Source: an optimization exercise on an open RTL-to-GDS flow (aim: small area, a short achievable clock period and few clock cycles per item). Production flows keep margins and buffers that such runs may drop.
At most, simulation tests tie the RTL to the original design; equivalence was not proved.
Power figures rest on the tool's default switching activity, not on a simulated workload.

Setup of oak:
==> flow/design.v (excerpt) <==
module rtp_h264_depkt (
    input  wire       clk,
    input  wire       rst,
    input  wire       cfg_strict_f,
    input  wire       cfg_zero_byte,
    input  wire       in_valid,
    output wire       in_ready,
    input  wire [7:0] in_data,
    input  wire       in_last,
    output reg        out_valid,
    input  wire       out_ready,
    output reg  [7:0] out_data,
    output wire       res_valid,
    output reg  [2:0] res_cause,
    output wire [4:0] res_flags
);
==> flow/config.mk <==
export PLATFORM = sky130hd
export DESIGN_NAME = rtp_h264_depkt
export DESIGN_NICKNAME = rtp_h264_depkt
export VERILOG_FILES = /design/flow/design.v
export SDC_FILE = /design/flow/constraint.sdc
export NUM_CORES = 4
export LEC_CHECK = 0
export CAP_MARGIN = 20
export CORE_MARGIN = 2
export CORE_UTILIZATION = 60
export SETUP_SLACK_MARGIN = 2.6
export SLEW_MARGIN = 20
==> flow/constraint.sdc <==
create_clock -name core_clock -period 5.0 [get_ports {clk}]
set_input_delay 1.0000 -clock core_clock [delete_from_list [all_inputs] [get_ports {clk}]]
set_output_delay 1.0000 -clock core_clock [all_outputs]
set_load 0.01 [all_outputs]
standard.sh (not shown) runs the stock make flow with config.mk's settings and CLKGATE_MAP_FILE= SYNTH_SCRIPT=/design/flow/synth_recipe.tcl, a recipe that flattens the netlist after the stock synthesis.
==> flow/flow/run.sh <==
#!/bin/bash
# The standard layout (standard.sh, unchanged synthesis and steps), with the
# port buffers that placement inserts made of sky130_fd_sc_hd__buf_1 instead
# of the resizer's default pick; timing repair still sizes them up where a
# path needs it. make's full output goes to flow_make.log here, and ORFS
# keeps each step's log under orfs/logs/.
set -euo pipefail
export BUFFER_PORTS_ARGS="-buffer_cell sky130_fd_sc_hd__buf_1"
bash standard.sh finish > flow_make.log 2>&1
oak reached the end of the flow, and the finished layout is clean on the timing, design-rule and antenna checks.
--- input diff oak..birch ---
--- a/flow/design.v
+++ b/flow/design.v
@@ -32,20 +32,20 @@
     localparam [3:0] S_UNIT_F  = 4'd7;    
     localparam [3:0] S_FUB_DON = 4'd8;    
     localparam [3:0] S_AG_DON  = 4'd9;    
     localparam [3:0] S_EXT     = 4'd10;   
     localparam [3:0] S_DRAIN   = 4'd11;   
     reg  [3:0]  state;
     reg         first;       
+    reg         u_z3;        
+    reg         u_go;        
     reg         mtap;        
     reg         m24;         
     reg  [1:0]  cnt;         
     reg         ow_z2, ow_z1, ow_01, ow_h;
-    wire        u_z3 = ow_z2;
-    wire        u_go = ow_z1;
     reg  [15:0] remain;      
     reg  [4:0]  sflags;      
     reg         res_pend;    
     reg         h_rdy;       
     reg         h_rdy_e;     
     reg         h_res;       
     reg         h_res_e;     
@@ -101,14 +101,22 @@
             S_DRAIN:   cause = {cnt[0], cnt[0] | cnt[1], 1'b0};
             default:   cause = C_OK;
         endcase
         if (st_idle || first)
             cause = C_SHORT;
     end
     wire [4:0] flags_now = st_uhdr ? (sflags | classify(t0)) : sflags;
+    wire [15:0] zlow;
+    wire [15:0] dec16;
+    genvar gi;
+    assign zlow[0] = 1'b1;
+    generate for (gi = 1; gi < 16; gi = gi + 1) begin : g_z
+        assign zlow[gi] = zlow[gi-1] && !remain[gi-1];
+    end endgenerate
+    assign dec16 = remain ^ zlow;
     wire in_body = st_uhdr || state == S_UNIT || state == S_UNIT_F;
     wire u_code = st_uhdr && !u_go;
     wire u_z    = zb_app && !u_z3;           
     always @(posedge clk) begin
         if (o_free)
             out_data <= ow_h ? ((ow_z1 || ow_z2) ? 8'h00 : ow_01 ? 8'h01 : remain[7:0]) :
                         u_code ? {7'd0, !u_z} : push_val;
@@ -126,31 +134,35 @@
         if (st_uhdr && in_valid)
             sflags <= flags_now;
         if (state == S_SZ0)
             remain[15:8] <= in_data;
         if (state == S_SZ1)
             remain[7:0] <= in_data;
         if (in_body && take)
-            remain <= remain - 16'd1;
+            remain <= dec16;
         if (take && in_last) begin
             res_cause <= cause;
         end
     end
     reg [3:0] n_state;
-    reg       n_out_valid, n_res_pend, n_first;
+    reg       n_out_valid, n_res_pend, n_first, n_u_z3, n_u_go;
     reg [1:0] n_cnt;
     reg [3:0] n_ow;
     always @(*) begin
         n_state     = state;
         n_out_valid = out_valid;
         n_res_pend  = res_pend;
         n_first     = first;
         n_cnt       = cnt;
         n_ow        = {ow_z2, ow_z1, ow_01, ow_h};
+        n_u_z3      = u_z3;
+        n_u_go      = u_go;
         if (rst) begin
+            n_u_z3      = 1'b0;
+            n_u_go      = 1'b0;
             n_state     = S_IDLE;
             n_out_valid = 1'b0;
             n_res_pend  = 1'b0;
             n_ow = 4'b0000;
         end else begin
             if (out_ready)
                 n_out_valid = 1'b0;
@@ -159,17 +171,17 @@
             if (ow_h && o_free) begin
                 n_out_valid = 1'b1;
                 n_ow = {1'b0, ow_z2, ow_z1, ow_01};
             end
             if (u_code && in_valid && o_free) begin
                 n_out_valid = 1'b1;
                 if (u_z)
-                    n_ow[3] = 1'b1;
+                    n_u_z3 = 1'b1;
                 else
-                    n_ow[2] = 1'b1;
+                    n_u_go = 1'b1;
             end
             if (take) begin
                 if (push)
                     n_out_valid = 1'b1;
                 n_first = st_idle;
                 case (state)
                     S_IDLE: begin
@@ -223,16 +235,16 @@
                                 n_cnt   = 2'd1;
                                 n_state = S_DRAIN;
                             end else
                                 n_state = S_UHDR;
                         end
                     end
                     S_UHDR, S_UNIT, S_UNIT_F: begin
-                        if (st_uhdr)
-                            n_ow = 4'b0000;
+                        n_u_z3 = 1'b0;
+                        n_u_go = 1'b0;
                         if (rem1) begin
                             if (st_uhdr ? uf : (state == S_UNIT_F)) begin
                                 n_cnt   = 2'd2;
                                 n_state = S_DRAIN;
                             end else
                                 n_state = S_SZ0;
                         end else if (st_uhdr)
@@ -250,13 +262,15 @@
     always @(posedge clk) begin
         state     <= n_state;
         out_valid <= n_out_valid;
         res_pend  <= n_res_pend;
         first     <= n_first;
         cnt       <= n_cnt;
         {ow_z2, ow_z1, ow_01, ow_h} <= n_ow;
-        h_rdy     <= !n_ow[0] && !(n_state == S_UHDR && !n_ow[2]);
-        h_rdy_e   <= !n_ow[0] && !(n_state == S_UHDR && !n_ow[2]) && !n_out_valid;
+        u_z3      <= n_u_z3;
+        u_go      <= n_u_go;
+        h_rdy     <= !n_ow[0] && !(n_state == S_UHDR && !n_u_go);
+        h_rdy_e   <= !n_ow[0] && !(n_state == S_UHDR && !n_u_go) && !n_out_valid;
         h_res     <= n_res_pend && !n_ow[0];
         h_res_e   <= n_res_pend && !n_ow[0] && !n_out_valid;
     end
 endmodule
[summary]
- Relative to oak, total detailed-routing wirelength has gone down in birch.
- For quantity of gates resized following cts, dividing the value from oak by the value from birch gives 1.12.
- birch -> oak: TritonCTS buffer count delta 0, exact match
- The tightest hold margin reported for birch is smaller than that of oak by 0.023 ns.
- birch: multi-input logic area higher than oak
- Clock skew delta for birch relative to oak: 0.0067 ns higher
- Comparing birch and oak, the lower final-layout clock-cell area share was measured on oak.
- Utilization of birch is on par with oak.
- oak → birch: overall power consumption climbed 3.0%; count of plain and timing-repair buffers shrank by 11; maximum frequency from static timing analysis lost 48 MHz.
No run of this note included a check of the RTL's function; only the layout flow was run.

========
Another version of the RTL of rtp_h264_depkt (not shown whole).
For scale: ~34 I/O pins, roughly 3300 um^2 of cells after synthesis.
Design rtp_h264_depkt, start of the top module:
module rtp_h264_depkt (
    input  wire       clk,
    input  wire       rst,
    input  wire       cfg_strict_f,
    input  wire       cfg_zero_byte,
    input  wire       in_valid,
    output wire       in_ready,
    input  wire [7:0] in_data,
    input  wire       in_last,
    output reg        out_valid,
    input  wire       out_ready,
    output reg  [7:0] out_data,
    output wire       res_valid,
    output reg  [2:0] res_cause,
    output wire [4:0] res_flags
);
clock: 5.0 ns
lec_check: 0
cap_margin: 20
core_margin: 2
core_utilization: 60
setup_slack_margin: 2.5
slew_margin: 20
Scripts as last shown in full above: flow/flow/run.sh
Testbench counts at the start, summed over its fixed seeds: cycles 180,227, in bytes 177,094.
Rerun with:
--- a/flow/design.v
+++ b/flow/design.v
@@ -69,13 +69,13 @@
     wire szz      = (remain == 16'd0);
     wire sz_z     = hi0 && d_zero;
     wire st_idle  = (state == S_IDLE);
     wire st_uhdr  = (state == S_UHDR);
     wire o_free   = !out_valid || out_ready;    
     assign in_ready  = h_rdy_e || (h_rdy && out_ready);
-    wire   take      = in_valid && in_ready;
+    wire   take      = in_valid && h_rdy && o_free;
     assign res_valid = h_res_e || (h_res && out_ready);
     assign res_flags = (res_cause == C_OK) ? sflags : 5'd0;
     reg       push;
     reg [7:0] push_val;
     always @(*) begin
         push     = 1'b0;
Effect: First-iteration DRC count came out higher by 85%. Critical path depth increases by 4. Total power rose by 4.1%. Synthesized area falls by 0.75%. Non-clock buffer count rose by 9. Final area climbs by 6.4%. Worst setup slack is worse by 0.024 ns. Sequential power decreases by about 2%. Wire length came out higher by 9.6%. Global-route usage is higher by 2.5 points. Final cell count rises by 3.7%. Count of clock-buffer cells in the layout does not change. Die area shrinks by 0.71%. Sequential cell count does not change.
Only the layout flow was run in the second run of this note; the RTL was not checked for function there.

========
Setup of the baseline:
rtp_h264_depkt, a different RTL version from the one above (not shown whole).
Size in the first run: about 370 cells after synthesis, ~34 I/O pins, about 0.0036 mm^2 of cells after synthesis.
make LEC_CHECK=0 CAP_MARGIN=20 CORE_MARGIN=2 CORE_UTILIZATION=60 SETUP_SLACK_MARGIN=2.6 SLEW_MARGIN=20 finish   # period 5.0 ns
run.sh (not shown) runs the stock make flow with config.mk's settings and CLKGATE_MAP_FILE= SYNTH_SCRIPT=/design/flow/synth_recipe.tcl, a recipe that flattens the netlist after the stock synthesis.
Stock flow here: none of the scripts above is used.
Testbench counts of the baseline, summed over its fixed seeds: cycles 180,227, in bytes 177,094.
Edits applied to the flow inputs when going from the baseline to the candidate:
--- a/flow/design.v
+++ b/flow/design.v
@@ -43,16 +43,17 @@
     reg         ow_z2, ow_z1, ow_01, ow_h;
     reg  [15:0] remain;      
     reg  [4:0]  sflags;      
     reg         res_pend;    
     reg         h_rdy;       
     reg         h_rdy_e;     
     reg         h_res;       
     reg         h_res_e;     
+    reg         res_ok;      
     function [4:0] classify(input [4:0] ty);
         case (ty)
             5'd1: classify = 5'b01000;
             5'd5: classify = 5'b10000;
             5'd6: classify = 5'b00100;
             5'd7: classify = 5'b00001;
             5'd8: classify = 5'b00010;
             default: classify = 5'b00000;
@@ -68,17 +69,17 @@
     wire szz      = (remain == 16'd0);
     wire sz_z     = hi0 && d_zero;
     wire st_idle  = (state == S_IDLE);
     wire st_uhdr  = (state == S_UHDR);
     wire o_free   = !out_valid || out_ready;    
     assign in_ready  = h_rdy_e || (h_rdy && out_ready);
     wire   take      = in_valid && in_ready;
     assign res_valid = h_res_e || (h_res && out_ready);
-    assign res_flags = (res_cause == C_OK) ? sflags : 5'd0;
+    assign res_flags = res_ok ? sflags : 5'd0;
     reg       push;
     reg [7:0] push_val;
     always @(*) begin
         push     = 1'b0;
         push_val = in_data;
         case (state)
             S_IDLE:   begin push = t_single;   push_val = 8'h00; end
             S_FU_HDR: begin push = in_data[7]; push_val = 8'h00; end
@@ -128,16 +129,17 @@
         if (state == S_SZ0)
             remain[15:8] <= in_data;
         if (state == S_SZ1)
             remain[7:0] <= in_data;
         if (in_body && take)
             remain <= remain - 16'd1;
         if (take && in_last) begin
             res_cause <= cause;
+            res_ok    <= (cause == C_OK);
         end
     end
     reg [3:0] n_state;
     reg       n_out_valid, n_res_pend, n_first;
     reg [1:0] n_cnt;
     reg [3:0] n_ow;
     always @(*) begin
         n_state     = state;
--- outcome ---
The baseline was carried through to the last stage, and its layout satisfied the timing, design-rule and antenna checks.
Every stage of the flow completed for the candidate, and the final layout passed the timing, design-rule and antenna checks.
NOTE TritonCTS sink count the baseline->the candidate increased slightly
Route | the candidate vs the baseline | wire shorter in the candidate
The candidate ends up with a layout clock buffer count that is 2 higher than in the baseline.
Looking at the baseline and the candidate, the xor/xnor cell area share of the yosys netlist is a wash.
[compare] base=the baseline new=the candidate: non-clock buffer count moved down; via count lost 6.1%; share of total power in the clock network higher.
On the candidate: cell depth of the worst setup path is 2 lower than what the baseline gave.
Clock network power: the candidate > the baseline
Compared with the baseline, the candidate shows global-route wire length before repair lower by about 8%.
Diff the baseline and the candidate: cell count after placement higher in the baseline
Only the layout flow was run in the candidate; the RTL was not checked for function there.

========
The RTL this note starts from:
==> flow/design.v <==
module rtp_h264_depkt (
    input  wire       clk,
    input  wire       rst,
    input  wire       cfg_strict_f,
    input  wire       cfg_zero_byte,
    input  wire       in_valid,
    output wire       in_ready,
    input  wire [7:0] in_data,
    input  wire       in_last,
    output wire       out_valid,
    input  wire       out_ready,
    output wire [7:0] out_data,
    output wire       res_valid,
    output wire [2:0] res_cause,
    output wire [4:0] res_flags
);
    localparam [2:0] C_OK         = 3'd0;
    localparam [2:0] C_SHORT      = 3'd1;
    localparam [2:0] C_FBIT       = 3'd2;
    localparam [2:0] C_TRUNC_DON  = 3'd3;
    localparam [2:0] C_TRUNC_SIZE = 3'd4;
    localparam [2:0] C_TRUNC_EXTRA= 3'd5;
    localparam [2:0] C_ZERO_SIZE  = 3'd6;
    localparam [2:0] C_TRUNC_UNIT = 3'd7;
    localparam [3:0] S_IDLE    = 4'b1000;   
    localparam [3:0] S_FU_HDR  = 4'b1001;   
    localparam [3:0] S_COPY    = 4'b1010;   
    localparam [3:0] S_SZ0     = 4'b1100;   
    localparam [3:0] S_SZ1     = 4'b1101;   
    localparam [3:0] S_UNIT    = 4'b1110;   
    localparam [3:0] S_UNIT_F  = 4'b1111;   
    localparam [3:0] S_UHDR    = 4'b0100;   
    localparam [3:0] S_FUB_DON = 4'b0000;   
    localparam [3:0] S_AG_DON  = 4'b0001;   
    localparam [3:0] S_EXT     = 4'b0010;   
    localparam [3:0] S_DRAIN   = 4'b0011;   
    reg  [3:0]  state;
    reg         first;       
    reg  [7:0]  hdr;         
    reg         mtap;        
    reg         m24;         
    reg  [1:0]  cnt;         
    reg  [2:0]  pc;          
    reg  [15:0] remain;      
    reg  [4:0]  sflags;      
    function [4:0] classify(input [4:0] ty);
        case (ty)
            5'd1: classify = 5'b01000;
            5'd5: classify = 5'b10000;
            5'd6: classify = 5'b00100;
            5'd7: classify = 5'b00001;
            5'd8: classify = 5'b00010;
            default: classify = 5'b00000;
        endcase
    endfunction
    wire st_emit  = state[3];
    wire st_idle  = (state == S_IDLE);
    wire st_fuh   = (state == S_FU_HDR);
    wire st_uhdr  = (state == S_UHDR);
    wire st_sz    = (state[3:1] == 3'b110);
    wire st_sz0   = (state == S_SZ0);
    wire st_sz1   = (state == S_SZ1);
    wire st_unit  = (state == S_UNIT);
    wire st_unitf = (state == S_UNIT_F);
    wire st_ext   = (state == S_EXT);
    wire st_drain = (state == S_DRAIN);
    wire st_copy  = (state == S_COPY);
    wire st_fbdon = (state == S_FUB_DON);
    wire st_agdon = (state == S_AG_DON);
    wire pend     = (pc != 3'd0) && !st_uhdr;    
    wire u_go     = pc[1];                       
    wire rem_hi0  = (remain[15:8] == 8'd0);
    wire rem_z1   = (remain[15:1] == 15'd0);
    wire rem_one  = rem_z1 && remain[0];
    wire rem_zero = rem_z1 && !remain[0];
    wire [4:0] t0 = in_data[4:0];
    wire t_single = (t0 != 5'd0) && !(t0[4] && t0[3]);
    wire zb_type  = (t0 == 5'd6) || (t0 == 5'd7) || (t0 == 5'd8);
    wire zb_app   = cfg_zero_byte && zb_type;
    wire uf       = cfg_strict_f && in_data[7];
    assign in_ready  = !pend && (st_emit ? out_ready : st_uhdr ? (u_go && out_ready) : 1'b1);
    wire   take      = in_valid && in_ready;
    wire   emit_in   = (st_emit && !st_idle && !st_fuh) || st_uhdr ||
                       (st_idle && t_single) || (st_fuh && in_data[7]);
    assign out_valid = pend || (in_valid && emit_in);
    wire o_zero = !pend && (st_idle || st_fuh || st_sz);
    wire o_ucod = !pend && st_uhdr && !u_go;
    wire o_pass = !pend && !o_zero && !o_ucod;
    wire p_hdr  = pend && (pc == 3'd1);
    assign out_data[7:1] = ({7{o_pass}} & in_data[7:1]) | ({7{p_hdr}} & hdr[7:1]);
    assign out_data[0]   = (o_pass && in_data[0]) || (p_hdr && hdr[0]) ||
                           (pend && pc == 3'd2) || (o_ucod && !(zb_app && !pc[0]));
    wire short = st_idle || first;
    wire ok_r  = !short && (st_copy || (st_fbdon && cnt[0]) || st_agdon ||
                            (st_unit && rem_one) || (st_drain && cnt == 2'd0));
    wire ok_u  = !short && st_uhdr && rem_one;
    wire sz1_s = !short && st_sz1 && !mtap;
    wire sz_z  = rem_hi0 && (in_data == 8'd0);
    reg [2:0] cause_r;       
    always @(*) begin
        cause_r = C_OK;
        if (short)
            cause_r = C_SHORT;
        else if (st_fbdon)
            cause_r = cnt[0] ? C_OK : C_TRUNC_DON;
        else if (st_sz0)
            cause_r = C_TRUNC_SIZE;
        else if (st_sz1)
            cause_r = mtap ? C_TRUNC_EXTRA : C_ZERO_SIZE;
        else if (st_ext)
            cause_r = (cnt != 2'd3) ? C_TRUNC_EXTRA : rem_zero ? C_ZERO_SIZE : C_TRUNC_UNIT;
        else if (st_uhdr || st_unit)
            cause_r = rem_one ? C_OK : C_TRUNC_UNIT;
        else if (st_unitf)
            cause_r = rem_one ? C_FBIT : C_TRUNC_UNIT;
        else if (st_drain)
            cause_r = {cnt[0], cnt[0] | cnt[1], 1'b0};
    end
    assign res_cause[2] = cause_r[2];
    assign res_cause[1] = cause_r[1] || (ok_u && uf);
    assign res_cause[0] = cause_r[0] || (sz1_s && !sz_z);
    assign res_valid    = take && in_last;
    assign res_flags    = ({5{ok_r}} & sflags) |
                          ({5{ok_u && !uf}} & (sflags | classify(t0)));
    always @(posedge clk) begin
        if (st_idle) begin
            hdr    <= in_data;
            mtap   <= (t0 == 5'd26) || (t0 == 5'd27);
            m24    <= (t0 == 5'd27) || (t0 == 5'd29);
            sflags <= classify(t0);
        end
        if (st_fuh) begin
            hdr[4:0] <= t0;
            sflags   <= in_data[7] ? classify(t0) : 5'd0;
        end
        if (st_uhdr && in_valid)
            sflags <= sflags | classify(t0);
        if (st_sz0)
            remain[15:8] <= in_data;
        if (st_sz1)
            remain[7:0] <= in_data;
        if ((st_uhdr || st_unit || st_unitf) && take)
            remain <= remain - 16'd1;
    end
    always @(posedge clk) begin
        if (rst) begin
            state <= S_IDLE;
            pc    <= 3'd0;
        end else begin
            if (pend && out_ready)
                pc <= pc - 3'd1;
            if (st_uhdr && in_valid && !u_go && out_ready)
                pc <= (zb_app && !pc[0]) ? 3'd1 : 3'd2;
            if (take) begin
                first <= st_idle;
                case (state)
                    S_IDLE: begin
                        cnt <= 2'd0;
                        if (uf) begin
                            cnt   <= 2'd2;
                            state <= S_DRAIN;
                        end else if (t_single) begin
                            pc    <= zb_app ? 3'd4 : 3'd3;
                            state <= S_COPY;
                        end else if (t0 == 5'd24)
                            state <= S_SZ0;
                        else if (t0 == 5'd25 || t0 == 5'd26 || t0 == 5'd27)
                            state <= S_AG_DON;
                        else if (t0 == 5'd28 || t0 == 5'd29)
                            state <= S_FU_HDR;
                        else
                            state <= S_DRAIN;
                    end
                    S_FU_HDR: begin
                        if (in_data[7])
                            pc <= 3'd3;
                        state <= m24 ? S_FUB_DON : S_COPY;
                    end
                    S_FUB_DON: begin
                        cnt <= 2'd1;
                        if (cnt[0])
                            state <= S_COPY;
                    end
                    S_AG_DON: begin
                        cnt <= 2'd1;
                        if (cnt[0])
                            state <= S_SZ0;
                    end
                    S_SZ0:
                        state <= S_SZ1;
                    S_SZ1: begin
                        cnt <= m24 ? 2'd0 : 2'd1;
                        if (mtap)
                            state <= S_EXT;
                        else if (sz_z) begin
                            cnt   <= 2'd1;
                            state <= S_DRAIN;
                        end else
                            state <= S_UHDR;
                    end
                    S_EXT: begin
                        cnt <= cnt + 2'd1;
                        if (cnt == 2'd3) begin
                            if (rem_zero) begin
                                cnt   <= 2'd1;
                                state <= S_DRAIN;
                            end else
                                state <= S_UHDR;
                        end
                    end
                    S_UHDR, S_UNIT, S_UNIT_F: begin
                        pc <= 3'd0;
                        if (rem_one) begin
                            if (st_uhdr ? uf : st_unitf) begin
                                cnt   <= 2'd2;
                                state <= S_DRAIN;
                            end else
                                state <= S_SZ0;
                        end else if (st_uhdr)
                            state <= uf ? S_UNIT_F : S_UNIT;
                    end
                    default: ;
                endcase
                if (in_last) begin
                    state <= S_IDLE;
                    pc    <= 3'd0;
                end
            end
        end
    end
endmodule
make LEC_CHECK=0 CAP_MARGIN=20 CORE_MARGIN=2 CORE_UTILIZATION=40 SETUP_SLACK_MARGIN=1.6 SLEW_MARGIN=20 finish   # period 5.0 ns
Then changed:
--- a/flow/design.v
+++ b/flow/design.v
@@ -39,10 +39,15 @@
     reg  [7:0]  hdr;         
     reg         mtap;        
     reg         m24;         
     reg  [1:0]  cnt;         
-    reg  [2:0]  pc;          
+    reg         ow_z2, ow_z1, ow_01, ow_h;
+    reg         u_z3;        
+    reg         u_go;        
     reg  [15:0] remain;      
+    reg         rem1;        
+    reg         sz0;         
+    reg         hi0;         
     reg  [4:0]  sflags;      
     function [4:0] classify(input [4:0] ty);
         case (ty)
             5'd1: classify = 5'b01000;
@@ -66,14 +71,11 @@
     wire st_drain = (state == S_DRAIN);
     wire st_copy  = (state == S_COPY);
     wire st_fbdon = (state == S_FUB_DON);
     wire st_agdon = (state == S_AG_DON);
-    wire pend     = (pc != 3'd0) && !st_uhdr;    
-    wire u_go     = pc[1];                       
-    wire rem_hi0  = (remain[15:8] == 8'd0);
-    wire rem_z1   = (remain[15:1] == 15'd0);
-    wire rem_one  = rem_z1 && remain[0];
-    wire rem_zero = rem_z1 && !remain[0];
+    wire pend     = ow_h;                        
+    wire rem_one  = rem1;
+    wire rem_zero = sz0;
     wire [4:0] t0 = in_data[4:0];
     wire t_single = (t0 != 5'd0) && !(t0[4] && t0[3]);
     wire zb_type  = (t0 == 5'd6) || (t0 == 5'd7) || (t0 == 5'd8);
     wire zb_app   = cfg_zero_byte && zb_type;
@@ -85,18 +87,18 @@
     assign out_valid = pend || (in_valid && emit_in);
     wire o_zero = !pend && (st_idle || st_fuh || st_sz);
     wire o_ucod = !pend && st_uhdr && !u_go;
     wire o_pass = !pend && !o_zero && !o_ucod;
-    wire p_hdr  = pend && (pc == 3'd1);
+    wire p_hdr  = ow_h && !ow_01;
     assign out_data[7:1] = ({7{o_pass}} & in_data[7:1]) | ({7{p_hdr}} & hdr[7:1]);
     assign out_data[0]   = (o_pass && in_data[0]) || (p_hdr && hdr[0]) ||
-                           (pend && pc == 3'd2) || (o_ucod && !(zb_app && !pc[0]));
+                           (ow_01 && !ow_z1) || (o_ucod && !(zb_app && !u_z3));
     wire short = st_idle || first;
     wire ok_r  = !short && (st_copy || (st_fbdon && cnt[0]) || st_agdon ||
                             (st_unit && rem_one) || (st_drain && cnt == 2'd0));
     wire ok_u  = !short && st_uhdr && rem_one;
     wire sz1_s = !short && st_sz1 && !mtap;
-    wire sz_z  = rem_hi0 && (in_data == 8'd0);
+    wire sz_z  = hi0 && (in_data == 8'd0);
     reg [2:0] cause_r;       
     always @(*) begin
         cause_r = C_OK;
         if (short)
@@ -134,24 +136,37 @@
             sflags   <= in_data[7] ? classify(t0) : 5'd0;
         end
         if (st_uhdr && in_valid)
             sflags <= sflags | classify(t0);
-        if (st_sz0)
+        if (st_sz0) begin
             remain[15:8] <= in_data;
-        if (st_sz1)
+            hi0          <= (in_data == 8'd0);
+        end
+        if (st_sz1) begin
             remain[7:0] <= in_data;
-        if ((st_uhdr || st_unit || st_unitf) && take)
+            rem1        <= hi0 && (in_data == 8'd1);
+            sz0         <= sz_z;
+        end
+        if ((st_uhdr || st_unit || st_unitf) && take) begin
             remain <= remain - 16'd1;
+            rem1   <= (remain == 16'd2);
+        end
     end
     always @(posedge clk) begin
         if (rst) begin
             state <= S_IDLE;
-            pc    <= 3'd0;
+            {ow_z2, ow_z1, ow_01, ow_h} <= 4'b0000;
+            u_z3  <= 1'b0;
+            u_go  <= 1'b0;
         end else begin
             if (pend && out_ready)
-                pc <= pc - 3'd1;
-            if (st_uhdr && in_valid && !u_go && out_ready)
-                pc <= (zb_app && !pc[0]) ? 3'd1 : 3'd2;
+                {ow_z2, ow_z1, ow_01, ow_h} <= {1'b0, ow_z2, ow_z1, ow_01};
+            if (st_uhdr && in_valid && !u_go && out_ready) begin
+                if (zb_app && !u_z3)
+                    u_z3 <= 1'b1;
+                else
+                    u_go <= 1'b1;
+            end
             if (take) begin
                 first <= st_idle;
                 case (state)
                     S_IDLE: begin
@@ -159,9 +174,9 @@
                         if (uf) begin
                             cnt   <= 2'd2;
                             state <= S_DRAIN;
                         end else if (t_single) begin
-                            pc    <= zb_app ? 3'd4 : 3'd3;
+                            {ow_z2, ow_z1, ow_01, ow_h} <= {zb_app, 3'b111};
                             state <= S_COPY;
                         end else if (t0 == 5'd24)
                             state <= S_SZ0;
                         else if (t0 == 5'd25 || t0 == 5'd26 || t0 == 5'd27)
@@ -172,9 +187,9 @@
                             state <= S_DRAIN;
                     end
                     S_FU_HDR: begin
                         if (in_data[7])
-                            pc <= 3'd3;
+                            {ow_z2, ow_z1, ow_01, ow_h} <= 4'b0111;
                         state <= m24 ? S_FUB_DON : S_COPY;
                     end
                     S_FUB_DON: begin
                         cnt <= 2'd1;
@@ -208,9 +223,10 @@
                                 state <= S_UHDR;
                         end
                     end
                     S_UHDR, S_UNIT, S_UNIT_F: begin
-                        pc <= 3'd0;
+                        u_z3 <= 1'b0;
+                        u_go <= 1'b0;
                         if (rem_one) begin
                             if (st_uhdr ? uf : st_unitf) begin
                                 cnt   <= 2'd2;
                                 state <= S_DRAIN;
@@ -222,9 +238,11 @@
                     default: ;
                 endcase
                 if (in_last) begin
                     state <= S_IDLE;
-                    pc    <= 3'd0;
+                    {ow_z2, ow_z1, ow_01, ow_h} <= 4'b0000;
+                    u_z3  <= 1'b0;
+                    u_go  <= 1'b0;
                 end
             end
         end
     end
What happened: Non-clock buffer count goes down by 16; power goes down by 18%; hold slack gets worse by 0.085 ns; sequential cell count goes up by 6; critical path depth goes down by 3; synthesized area goes up by about 3%; cell area goes down by 1.9%.
No functional check of the RTL was part of any run of this note.

-- port drivers added, routing unchanged --
The results above use ideal ports. As a check the final layouts listed here were re-extracted and re-timed, cells and wires unchanged. Step 1 (the two cells are an assumption about what drives the block):
set clk [get_ports {clk}]
set_driving_cell -lib_cell sky130_fd_sc_hd__clkbuf_16 $clk
set_driving_cell -lib_cell sky130_fd_sc_hd__buf_2 [delete_from_list [all_inputs] $clk]
Step 2 times the ports against the registers' clock, not the clock port: input delays grow and output delays shrink by t, the midpoint of the rising clock arrivals with the driver on. Three values: ideal ports, drivers, drivers and shift; two values: the first two.
run	t (ns)	slack for setup (ns)	worst setup path after step 2	latest minus earliest clock arrival (ns)	cell pins on the clock port's net
oak	0.333	2.319 / 2.319 / 2.142	input to register	0.009 / 0.008	1
birch	0.340	1.925 / 1.925 / 1.925	register to register	0.014 / 0.014	1
the first run of note 2	0.334	2.527 / 2.507 / 2.243	input to register	0.010 / 0.010	1
the second run of note 2	0.343	2.503 / 2.511 / 2.168	input to register	0.012 / 0.012	1
the baseline	0.375	2.496 / 2.469 / 2.278	input to register	0.005 / 0.006	1
the candidate	0.369	2.590 / 2.550 / 2.270	input to register	0.007 / 0.007	1
the first run of note 4	0.332	1.310 / 1.283 / 1.418	input to register	0.005 / 0.005	1
the second run of note 4	0.339	1.495 / 1.464 / 1.464	input to output	0.009 / 0.009	1
After both steps every run listed still meets setup and hold. For the second run of note 2, which loses most, drivers alone change the setup slack by +0.008 ns; drivers and shift together by -0.335 ns.
